Context: an optimization exercise on an open-source flow, tuned for small area. The choices shown serve that exercise and are no tape-out recipe.
In this exercise RTL edits were held to simulation tests only and were not proved equivalent to the original.

## lpc_synth
module lpc_synth (
    input  wire        clk,
    input  wire        rst,
    input  wire        in_valid,
    output wire        in_ready,
    input  wire        unvoiced,
    input  wire [7:0]  pitch,
    input  wire [9:0]  energy,
    input  wire [99:0] k,           
    output reg         out_valid,
    output reg  [9:0]  out_sample
);
For scale: ~910 cells after synthesis, about 220 flip-flops, roughly 130 I/O pins, about 0.010 mm² of cells after synthesis.
==> module lpc_synth, before the edit <==
module lpc_synth (
    input  wire        clk,
    input  wire        rst,
    input  wire        in_valid,
    output wire        in_ready,
    input  wire        unvoiced,
    input  wire [7:0]  pitch,
    input  wire [9:0]  energy,
    input  wire [99:0] k,           
    output reg         out_valid,
    output reg  [9:0]  out_sample
);
    reg        busy;
    reg  [3:0] j;                   
    reg  [2:0] s;                   
    reg        zx;                  
    wire start  = !busy && (j == 4'd0) && in_valid;
    wire act    = busy || start;
    wire last   = busy && (j == 4'd9) && (s == 3'd6);
    wire accept = last && in_valid;
    assign in_ready = last;
    wire       isA = !s[2] && !(s[1] && s[0]);      
    wire       s3  = (s == 3'd3);
    wire [1:0] c   = s[2] ? s[1:0] : (s3 ? 2'd0 : s[1:0]);    
    always @(posedge clk) begin
        if (rst) begin
            busy <= 1'b0;
            j    <= 4'd0;
            s    <= 3'd0;
            zx   <= 1'b1;
        end else if (act) begin
            if (last) begin
                busy <= 1'b0;
                j    <= 4'd3;           
                s    <= 3'd0;
                zx   <= 1'b0;
            end else begin
                busy <= 1'b1;
                if (s == 3'd6) begin
                    s <= 3'd0;
                    j <= j + 4'd1;
                end else begin
                    s <= s + 3'd1;
                end
            end
        end else begin
            j <= (j == 4'd9) ? 4'd0 : j + 4'd1;
        end
    end
    reg  [9:0] prev_energy;
    wire [7:0] exc;
    lpc_excitation u_exc (
        .clk      (clk),
        .rst      (rst),
        .step     (accept),
        .unvoiced (unvoiced),
        .pitch    (pitch),
        .exc      (exc)
    );
    always @(posedge clk) begin
        if (rst)
            prev_energy <= 10'd0;
        else if (accept)
            prev_energy <= energy;
    end
    reg  [149:0] ring;              
    wire [14:0]  r0 = ring[14:0];
    wire [14:0]  r1 = ring[29:15];
    wire [14:0]  r2 = ring[44:30];
    wire [14:0]  r6 = ring[104:90];
    reg  signed [18:0] u;
    reg  [11:0] pa;
    reg  [9:0] kop;
    always @(*) begin
        case (j)
            4'd0:    kop = s[2] ? prev_energy : k[99:90];
            4'd1:    kop = k[89:80];
            4'd2:    kop = k[79:70];
            4'd3:    kop = k[69:60];
            4'd4:    kop = k[59:50];
            4'd5:    kop = k[49:40];
            4'd6:    kop = k[39:30];
            4'd7:    kop = k[29:20];
            4'd8:    kop = k[19:10];
            default: kop = k[9:0];
        endcase
    end
    reg  [4:0] dig;
    always @(*) begin
        if (isA) begin
            case (c)
                2'd0:    dig = r0[4:0];
                2'd1:    dig = r1[9:5];
                default: dig = r2[14:10];
            endcase
            dig = ~(zx ? 5'd0 : dig);
        end else if (s3) begin
            dig = 5'd0;
        end else if (j == 4'd0) begin
            case (c)
                2'd0:    dig = 5'd0;
                2'd1:    dig = {exc[3:0], 1'b0};
                default: dig = {exc[7], exc[7:4]};
            endcase
        end else begin
            case (c)
                2'd0:    dig = u[4:0];
                2'd1:    dig = u[9:5];
                default: dig = u[14:10];
            endcase
        end
    end
    reg  [18:0] opb;
    always @(*) begin
        if (s3)
            opb = u;
        else if (c != 2'd2)
            opb = 19'd0;
        else if (isA)
            opb = (j == 4'd0) ? 19'd0 : u;
        else if (j == 4'd0)
            opb = u;
        else
            opb = zx ? 19'd0 : {4'd0, r6};
    end
    wire [18:0] sum;
    lpc_mul u_mul (
        .d     (dig),
        .top   (c == 2'd2),
        .c0    (c == 2'd0),
        .negc0 (isA && c == 2'd0),
        .k     (kop),
        .pa    (pa),
        .add   (opb),
        .sum   (sum)
    );
    always @(posedge clk) begin
        pa <= sum[16:5];
        if (act && (s == 3'd2 || (s == 3'd6 && j == 4'd0)))
            u <= sum;
    end
    always @(posedge clk) begin
        ring <= {ring[134:0], ring[149:135]};
        if (act && (s == 3'd6 || (s3 && j == 4'd9)))
            ring[119:105] <= sum[14:0];
    end
    always @(posedge clk) begin
        if (rst)
            out_valid <= 1'b0;
        else
            out_valid <= accept;
    end
    always @(*) begin
        if (!u[18] && u[17:11] != 7'd0)
            out_sample = 10'h1FF;
        else if (u[18] && u[17:11] != 7'h7F)
            out_sample = 10'h200;
        else
            out_sample = u[11:2];
    end
endmodule
==> flow/config.mk <==
export PLATFORM = sky130hd
export DESIGN_NAME = lpc_synth
export DESIGN_NICKNAME = lpc_synth
export VERILOG_FILES = /design/flow/design.v
export SDC_FILE = /design/flow/constraint.sdc
export NUM_CORES = 4
export LEC_CHECK = 0
export CAP_MARGIN = 0
export CORE_MARGIN = 2
export CORE_UTILIZATION = 60
export CTS_BUF_LIST = sky130_fd_sc_hd__clkbuf_16
export CTS_CLUSTER_DIAMETER = 100
export CTS_CLUSTER_SIZE = 25
export GPL_TIMING_DRIVEN = 0
export SLEW_MARGIN = 0
==> flow/constraint.sdc <==
create_clock -name core_clock -period 12.0 [get_ports {clk}]
set_input_delay 2.4000 -clock core_clock [delete_from_list [all_inputs] [get_ports {clk}]]
set_output_delay 2.4000 -clock core_clock [all_outputs]
set_load 0.01 [all_outputs]
standard.sh (not shown) runs the stock make flow with config.mk's settings and CLKGATE_MAP_FILE= SYNTH_SCRIPT=/design/flow/synth_recipe.tcl, a recipe that flattens the netlist after the stock synthesis.
==> flow/flow/run.sh <==
#!/bin/bash
# The standard layout with three changes to how it is made:
#  - the port buffers that placement inserts are sky130_fd_sc_hd__buf_1
#    (the default picks a 10 um2 delay buffer for every input and output);
#  - the buffers that synthesis inserts are removed at floorplan, and the
#    resizer buffers what it needs afterwards;
#  - synthesis skips Yosys's generic "abc -fast" before the full-adder
#    extraction, so that the carry-save adders map to full-adder cells
#    without inverters between them (registers are unaffected).
# The synthesis script, floorplan, power grid, placement, CTS and routing
# are otherwise the standard flow's own (standard.sh).
set -euo pipefail
export BUFFER_PORTS_ARGS="-buffer_cell sky130_fd_sc_hd__buf_1"
export REMOVE_ABC_BUFFERS=1
export SYNTH_ARGS=-noabc
bash standard.sh "BUFFER_PORTS_ARGS=-buffer_cell sky130_fd_sc_hd__buf_1" \
    REMOVE_ABC_BUFFERS=1 SYNTH_ARGS=-noabc finish > standard_flow.log 2>&1
Rerun with:
--- a/flow/design.v
+++ b/flow/design.v
@@ -112,42 +112,42 @@
     output reg         out_valid,
     output reg  [9:0]  out_sample
 );
     reg        busy;
-    reg  [3:0] j;                   
+    reg  [9:0] jh;                  
     reg  [2:0] s;                   
     reg        zx;                  
-    wire start  = !busy && (j == 4'd0) && in_valid;
+    wire start  = !busy && jh[0] && in_valid;
     wire act    = busy || start;
-    wire last   = busy && (j == 4'd9) && (s == 3'd6);
+    wire last   = busy && jh[9] && (s == 3'd6);
     wire accept = last && in_valid;
     assign in_ready = last;
     wire       isA = !s[2] && !(s[1] && s[0]);      
     wire       s3  = (s == 3'd3);
     wire [1:0] c   = s[2] ? s[1:0] : (s3 ? 2'd0 : s[1:0]);    
     always @(posedge clk) begin
         if (rst) begin
             busy <= 1'b0;
-            j    <= 4'd0;
+            jh   <= 10'd1;
             s    <= 3'd0;
             zx   <= 1'b1;
         end else if (act) begin
             if (last) begin
                 busy <= 1'b0;
-                j    <= 4'd3;           
+                jh   <= 10'd8;          
                 s    <= 3'd0;
                 zx   <= 1'b0;
             end else begin
                 busy <= 1'b1;
                 if (s == 3'd6) begin
-                    s <= 3'd0;
-                    j <= j + 4'd1;
+                    s  <= 3'd0;
+                    jh <= {jh[8:0], jh[9]};
                 end else begin
                     s <= s + 3'd1;
                 end
             end
         end else begin
-            j <= (j == 4'd9) ? 4'd0 : j + 4'd1;
+            jh <= {jh[8:0], jh[9]};
         end
     end
     reg  [9:0] prev_energy;
     wire [7:0] exc;
@@ -172,21 +172,13 @@
     wire [14:0]  r6 = ring[104:90];
     reg  signed [18:0] u;
     reg  [11:0] pa;
     reg  [9:0] kop;
-    always @(*) begin
-        case (j)
-            4'd0:    kop = s[2] ? prev_energy : k[99:90];
-            4'd1:    kop = k[89:80];
-            4'd2:    kop = k[79:70];
-            4'd3:    kop = k[69:60];
-            4'd4:    kop = k[59:50];
-            4'd5:    kop = k[49:40];
-            4'd6:    kop = k[39:30];
-            4'd7:    kop = k[29:20];
-            4'd8:    kop = k[19:10];
-            default: kop = k[9:0];
-        endcase
+    integer    n;
+    always @(*) begin
+        kop = {10{jh[0] & s[2]}} & prev_energy;
+        for (n = 0; n < 10; n = n + 1)
+            kop = kop | ({10{jh[9-n] & !(n == 9 && s[2])}} & k[10*n +: 10]);
     end
     reg  [4:0] dig;
     always @(*) begin
         if (isA) begin
@@ -197,9 +189,9 @@
             endcase
             dig = ~(zx ? 5'd0 : dig);
         end else if (s3) begin
             dig = 5'd0;
-        end else if (j == 4'd0) begin
+        end else if (jh[0]) begin
             case (c)
                 2'd0:    dig = 5'd0;
                 2'd1:    dig = {exc[3:0], 1'b0};
                 default: dig = {exc[7], exc[7:4]};
@@ -218,10 +210,10 @@
             opb = u;
         else if (c != 2'd2)
             opb = 19'd0;
         else if (isA)
-            opb = (j == 4'd0) ? 19'd0 : u;
-        else if (j == 4'd0)
+            opb = jh[0] ? 19'd0 : u;
+        else if (jh[0])
             opb = u;
         else
             opb = zx ? 19'd0 : {4'd0, r6};
     end
@@ -237,14 +229,14 @@
         .sum   (sum)
     );
     always @(posedge clk) begin
         pa <= sum[16:5];
-        if (act && (s == 3'd2 || (s == 3'd6 && j == 4'd0)))
+        if (act && (s == 3'd2 || (s == 3'd6 && jh[0])))
             u <= sum;
     end
     always @(posedge clk) begin
         ring <= {ring[134:0], ring[149:135]};
-        if (act && (s == 3'd6 || (s3 && j == 4'd9)))
+        if (act && (s == 3'd6 || (s3 && jh[9])))
             ring[119:105] <= sum[14:0];
     end
     always @(posedge clk) begin
         if (rst)
What happened: Cell count is higher by 1.3%; utilization hardly moves; non-clock buffer count stays the same; via count falls by 2.9%; design area is about the same; clock skew came out higher by 0.031 ns.

afterwards: timing with drivers on the ports:
How much do the figures lean on ideal ports? The routed layouts below were timed once more, with nothing changed but the port constraints.
Step 1 assumes that a clkbuf_16 drives the clock port and a buf_2 every other input.
Step 2 moves the port delays by t, midway between the first and last clock arrival at a register: inputs arrive t later, outputs are due t later. That takes back most of the time a late clock gives input paths.
Slacks: no drivers / after step 1 / after step 2; pairs: no drivers / after step 1.
run | shift t [ns] | slack for setup (ns) | hold WS [ns] | latest minus earliest clock arrival (ns) | pins driven straight from the clock port
the first run | 0.509 | 0.291 / 0.316 / -0.193 | 0.329 / 0.329 / 0.329 | 0.014 / 0.014 | 1
the second run | 0.524 | 0.290 / 0.316 / -0.208 | 0.306 / 0.306 / 0.306 | 0.045 / 0.045 | 1
Met with ideal ports but missed after step 2: setup timing in the first run and the second run. For the second run, which loses most, drivers alone change the setup slack by +0.026 ns; drivers and shift together by -0.498 ns.
